From an optimization exercise on the open Yosys and OpenROAD flow, aimed at small area, a short achievable clock period and few clock cycles per item; shortcuts taken in it are not production practice. RTL that was checked went through simulation tests only; none was proved equivalent to the original. Power figures rest on the tool's default switching activity, not on a simulated workload.

try-yarrow:
## bp91_codec
module bp91_codec (
    input  wire        clk,
    input  wire        rst,
    input  wire        cmd_valid,
    output wire        cmd_ready,
    input  wire [1:0]  cmd_op,
    input  wire [11:0] cmd_len,
    input  wire        in_valid,
    output wire        in_ready,
    input  wire [7:0]  in_data,
    output wire        out_valid,
    input  wire        out_ready,
    output wire [7:0]  out_data,
    output reg         done,
    output reg  [7:0]  err_code,
    output reg  [11:0] err_info
);
==> flow/config.mk <==
export PLATFORM = sky130hd
export DESIGN_NAME = bp91_codec
export DESIGN_NICKNAME = bp91_codec
export VERILOG_FILES = /design/flow/design.v
export SDC_FILE = /design/flow/constraint.sdc
export NUM_CORES = 4
export LEC_CHECK = 0
export CAP_MARGIN = 20
export CORE_MARGIN = 2
export CORE_UTILIZATION = 25
export CTS_CLUSTER_DIAMETER = 100
export CTS_CLUSTER_SIZE = 24
export PLACE_DENSITY = 0.45
export SLEW_MARGIN = 20
==> flow/constraint.sdc <==
create_clock -name core_clock -period 12.0 [get_ports {clk}]
set_input_delay 2.4000 -clock core_clock [delete_from_list [all_inputs] [get_ports {clk}]]
set_output_delay 2.4000 -clock core_clock [all_outputs]
set_load 0.01 [all_outputs]
standard.sh (not shown) runs the stock make flow with config.mk's settings and CLKGATE_MAP_FILE= SYNTH_SCRIPT=/design/flow/synth_recipe.tcl, a recipe that flattens the netlist after the stock synthesis.
==> flow/flow/run.sh <==
#!/bin/bash
set -euo pipefail
export SETUP_SLACK_MARGIN=8.5
bash standard.sh > flow_standard.log 2>&1
try-yarrow ran to completion and came out clean on the timing, DRC and antenna checks.
Testbench counts of try-yarrow, summed over its fixed seeds: cycles 39,367, items 35,196.
Relative to try-yarrow, the following input files were edited for try-nickel:
Settings: CTS_CLUSTER_SIZE: 24 -> unset; CTS_CLUSTER_DIAMETER: 100 -> unset.
Findings:
Looking at the reports, try-nickel completed the entire flow and the layout it produced met the timing, DRC and antenna checks.
Number of buffers other than clock buffers in the final layout was higher in the run labelled try-yarrow.
Of try-nickel and try-yarrow, it is try-nickel that has the higher number of nets in the layout.
Against try-yarrow, the final cell area of try-nickel is higher.
Edits applied to the flow inputs when going from try-nickel to try-juniper:
Settings: a change of CORE_UTILIZATION from 25 to 35; a change of PLACE_DENSITY from 0.45 to 0.55; an added CTS_CLUSTER_SIZE of 24; an added CTS_CLUSTER_DIAMETER of 100.
Results
try-juniper reached the final stage; the timing, DRC and antenna checks on its layout passed.
Share of total power consumed by net switching: try-juniper > try-nickel
Detailed-routing iteration count for the pre-antenna-repair pass ends up lower on try-nickel.
Setup slack: try-juniper less than try-nickel
try-juniper against try-nickel: initial detailed-routing violation count saw an increase; tightest slew margin relative to the limit saw an increase.
The lower worst hold slack of try-juniper and try-nickel is in try-nickel.
[compare] base=try-nickel new=try-juniper: timing-limited maximum frequency flat, share of the cycle needed by the critical path after routing flat.

---

== job 102 ==
Another version of the RTL of bp91_codec (not shown whole).
For scale: about 46000 sq um of cells after synthesis.
==> flow/config.mk <==
export PLATFORM = sky130hd
export DESIGN_NAME = bp91_codec
export DESIGN_NICKNAME = bp91_codec
export VERILOG_FILES = /design/flow/design.v
export SDC_FILE = /design/flow/constraint.sdc
export NUM_CORES = 4
export LEC_CHECK = 0
export CAP_MARGIN = 20
export CORE_MARGIN = 2
export CORE_UTILIZATION = 25
export CTS_BUF_LIST = sky130_fd_sc_hd__clkbuf_8
export CTS_CLUSTER_SIZE = 30
export PLACE_DENSITY = 0.45
export SLEW_MARGIN = 20
==> flow/constraint.sdc <==
create_clock -name core_clock -period 12.0 [get_ports {clk}]
set_input_delay 2.4000 -clock core_clock [delete_from_list [all_inputs] [get_ports {clk}]]
set_output_delay 2.4000 -clock core_clock [all_outputs]
set_load 0.01 [all_outputs]
==> flow/flow/run.sh <==
#!/bin/bash
set -euo pipefail
export SETUP_SLACK_MARGIN=8.0
bash standard.sh > flow_standard.log 2>&1
Job 102: all stages complete, timing, DRC and antenna checks passed
Here is what was changed in the inputs of job 104 compared with job 102.
-- flow/flow/run.sh --
<<< job 102, line 3
export SETUP_SLACK_MARGIN=8.0
>>> job 104, line 3
export SETUP_SLACK_MARGIN=8.5
### Flow results
Job 104 reached the end of the flow, and the finished layout is clean on the timing, DRC and antenna checks.
The final design utilization of job 104 is higher than that of job 102.
| leakage dissipation | job 104 vs job 102 | about 5% higher |
Compared with job 102, via count in job 104 increased by a few percent.
Delta (job 104 minus job 102): final cell count higher, clock network power roughly the same.
On number of nets in the layout: job 104 sits above job 102.
Final non-filler cell area | job 104 above job 102
NOTE: fraction of power spent switching nets in job 104 exceeds that of job 102
Total placed cells including tap cells delta (job 102 -> job 104): insignificant
Comparing job 102 and job 104, the lower final setup slack of the worst path was measured on job 102.
Re fraction of registers with async set or reset after synthesis: no difference whatsoever between job 102 and job 104.
No run of this note included a check of the RTL's function; only the layout flow was run.

---

== v4 ==
Another version of the RTL of bp91_codec (not shown whole).
Size in the first run: about 960 flip-flops.
make LEC_CHECK=0 CAP_MARGIN=20 CORE_MARGIN=2 CORE_UTILIZATION=25 PLACE_DENSITY=0.45 SLEW_MARGIN=20 finish   # period 12.0 ns
run.sh (not shown) runs the stock make flow with config.mk's settings and CLKGATE_MAP_FILE= SYNTH_SCRIPT=/design/flow/synth_recipe.tcl, a recipe that flattens the netlist after the stock synthesis.
Stock flow here: none of the scripts above is used.
What v15 does differently from v4 at the input level:
Settings: CORE_UTILIZATION: 25 -> 50; PLACE_DENSITY: 0.45 -> 0.7.
[summary]
Power drawn by the clock network: v15 and v4 compared, higher one is v4
Comparing v15 and v4, critical path depth is higher on v4.
The hold slack reported for v15 is greater than that of v4 by 11 ps.
On non-clock buffer area fraction after layout, v15 and v4 are basically level.
Lower average routed wire per standard cell among v15 and v4: v4
Compared with v4, in v15 maximum frequency shrank by 3.9 MHz; area added between synthesis and finish -3.8 points; routed wire length decreased by 23 mm relative to the old numbers.
Worst setup path endpoint = pdat[6]$_DFFE_PP_: v15; worst setup path endpoint = pdat[2]$_DFFE_PP_: v4
Relative to v4, v15 improves global-route wire length before repair.
Looking at sequential share of layout area, v15 sits 1.3 points higher than v4 does.
v15 vs. v4: data required time at the worst endpoint went down by 40 ps.
v15: all stages complete, timing, DRC and antenna checks passed
No functional check of the RTL was part of any run of this note.

---

## north
Another version of the RTL of bp91_codec (not shown whole).
Size: roughly 4500 cells after synthesis, ~1000 flip-flops, about 59 I/O pins.
clock: 12.0 ns
lec_check: 0
cap_margin: 20
core_margin: 2
core_utilization: 25
place_density: 0.45
slew_margin: 20
standard.sh (not shown) runs the stock make flow with config.mk's settings and CLKGATE_MAP_FILE= SYNTH_SCRIPT=/design/flow/synth_recipe.tcl, a recipe that flattens the netlist after the stock synthesis.
==> flow/flow/run.sh <==
#!/bin/bash
set -euo pipefail
export SETUP_SLACK_MARGIN=8.0
bash standard.sh > flow_standard.log 2>&1
north: flow completed, timing, DRC and antenna clean
Testbench counts of north, summed over its fixed seeds: cycles 39,487, items 35,196.
What south does differently from north at the input level:
==> flow/flow/run.sh <==
#!/bin/bash
set -euo pipefail
export SETUP_SLACK_MARGIN=8.5
bash standard.sh > flow_standard.log 2>&1
### Flow results
Power consumption in south is 5.4% higher than in north
In the metrics for north and south, the one carrying the higher area overhead of the layout relative to synthesis is south.
south ended with every stage complete and zero timing, DRC or antenna violations.
From south to north, fraction of the mapped netlist area in simple logic gates did not move at all.
[south] power drawn by the combinational cells rose 13% relative to north
Per the comparison of south with north, clock power went up by about 4%; final worst slack up 0.45 ns; post-placement worst setup slack fell by 0.030 ns.
Diff north -> south: design area rose by 2200 sq um; wire length after detailed routing rose by about 2.3%.
Final-layout clock-cell area share: north vs south, no meaningful difference
Between south and north, the number of vias per cell after detailed routing does not differ in any meaningful way.

---

Setup of main:
Another version of the RTL of bp91_codec (not shown whole).
Size in the first run: roughly 1000 flip-flops, about 59 I/O pins.
// bp91_codec
module bp91_codec (
    input  wire        clk,
    input  wire        rst,
    input  wire        cmd_valid,
    output wire        cmd_ready,
    input  wire [1:0]  cmd_op,
    input  wire [11:0] cmd_len,
    input  wire        in_valid,
    output wire        in_ready,
    input  wire [7:0]  in_data,
    output wire        out_valid,
    input  wire        out_ready,
    output wire [7:0]  out_data,
    output reg         done,
    output reg  [7:0]  err_code,
    output reg  [11:0] err_info
);
Settings: LEC_CHECK=0, CAP_MARGIN=20, CORE_MARGIN=2, CORE_UTILIZATION=25, PLACE_DENSITY=0.45, SLEW_MARGIN=20; clock period 12.0 ns.
==> flow/flow/run.sh <==
#!/bin/bash
set -euo pipefail
export SETUP_SLACK_MARGIN=8.3
bash standard.sh > flow_standard.log 2>&1
main: PASS, flow complete, no timing, DRC or antenna violations
Inputs modified between main and the feature branch:
--- a/flow/flow/run.sh
+++ b/flow/flow/run.sh
@@ -3 +3 @@
-export SETUP_SLACK_MARGIN=8.3
+export SETUP_SLACK_MARGIN=8.5
Summary of the feature branch over main: post-layout minimum cycle time shrank by 0.047 ns; met2 capacity usage during global routing shrank by 0.22 points; number of H-tree levels held steady; count of buffers added by post-CTS timing repair for setup grew by 7; part of the total power dissipated in the clock network shrank by 0.3 points.
Going from main to the feature branch, the total via count in the routed design was found to have gone up by 248.
Aggregate routed wire length of the feature branch exceeds that of main slightly.
| design area | the feature branch vs main | 600 sq um higher |
Of the feature branch and main, the feature branch shows the lower sequential fraction of total cell area, with main above it.
A timing startpoint of the critical path of xdat[5]$_DFF_P_ is what the feature branch shows, while xdat[4]$_DFF_P_ belongs to main.
Function was not checked in any run of this note: the RTL went through the layout flow alone.

---

bp91_codec, a different RTL version from the one above (not shown whole).
Size in the first run: ~4,400 cells after synthesis, roughly 1,000 flip-flops, about 0.046 mm^2 of cells after synthesis.
Settings: LEC_CHECK=0, CAP_MARGIN=20, CORE_MARGIN=2, CORE_UTILIZATION=35, CTS_CLUSTER_DIAMETER=100, CTS_CLUSTER_SIZE=24, PLACE_DENSITY=0.55, SLEW_MARGIN=20; clock period 12.0 ns.
==> flow/flow/run.sh <==
#!/bin/bash
set -euo pipefail
export SETUP_SLACK_MARGIN=8.3
bash standard.sh > flow_standard.log 2>&1
Testbench counts at the start, summed over its fixed seeds: cycles 39,367, items 35,196.
Then changed:
==> flow/flow/run.sh (replaced) <==
#!/bin/bash
set -euo pipefail
export SETUP_SLACK_MARGIN=8.5
bash standard.sh > flow_standard.log 2>&1
- CORE_UTILIZATION: 35 -> 25
- PLACE_DENSITY: 0.55 -> 0.45
Effect: The new run finished clean. Final cell count rose by roughly a tenth. Worst setup slack gains 0.12 ns. Count of clock-buffer cells in the layout drops by 3. Via count went up slightly. Die area increases by well over a third. Core utilization falls by 10 points. Wire length rose by roughly a tenth. Cell area rises by a few percent.

[port drivers added, routing unchanged]
The results above use ideal ports. As a check the final layouts listed here were re-extracted and re-timed, cells and wires unchanged. Step 1 sets driving cells, clkbuf_16 on the clock port and buf_2 on the other inputs (assumed; they add their load-dependent delay and slew). Step 2 adds t to the input delays and takes it off the output delays; t is the mean of the earliest and latest rising clock arrival at the registers after step 1. Input paths then give back, and output paths get back, about the clock's delay inside the block. Slacks: ideal / step 1 / step 2; pairs: ideal / step 1.
run | t (ns) | setup WS [ns] | worst hold slack (ns) | clock arrival spread, ns
try-yarrow | 0.746 | 8.342 / 8.325 / 7.687 | 0.323 / 0.323 / 0.323 | 0.035 / 0.035
try-nickel | 0.813 | 8.357 / 8.280 / 7.665 | 0.326 / 0.326 / 0.326 | 0.032 / 0.032
try-juniper | 0.739 | 8.351 / 8.277 / 7.665 | 0.336 / 0.336 / 0.336 | 0.039 / 0.038
job 102 | 1.006 | 7.941 / 7.941 / 7.328 | 0.322 / 0.322 / 0.322 | 0.076 / 0.075
job 104 | 1.022 | 8.008 / 7.922 / 7.541 | 0.324 / 0.324 / 0.324 | 0.071 / 0.071
v4 | 0.830 | 5.841 / 5.841 / 5.841 | 0.329 / 0.329 / 0.329 | 0.063 / 0.064
v15 | 0.785 | 5.690 / 5.690 / 5.690 | 0.341 / 0.341 / 0.341 | 0.036 / 0.036
north | 0.831 | 7.882 / 7.882 / 7.390 | 0.342 / 0.342 / 0.342 | 0.078 / 0.078
south | 0.829 | 8.336 / 8.256 / 7.797 | 0.332 / 0.332 / 0.332 | 0.083 / 0.082
main | 0.830 | 8.247 / 8.242 / 7.589 | 0.327 / 0.327 / 0.327 | 0.062 / 0.061
the feature branch | 0.814 | 8.295 / 8.254 / 7.646 | 0.328 / 0.328 / 0.328 | 0.037 / 0.037
the first run of note 6 | 0.759 | 8.234 / 8.234 / 7.631 | 0.330 / 0.330 / 0.330 | 0.057 / 0.058
the second run of note 6 | 0.763 | 8.357 / 8.281 / 7.681 | 0.344 / 0.344 / 0.344 | 0.063 / 0.064
After both steps setup and hold are still met in every run listed. The setup slack of try-nickel, which loses most, moves by -0.077 ns with the drivers and by -0.692 ns with both steps.
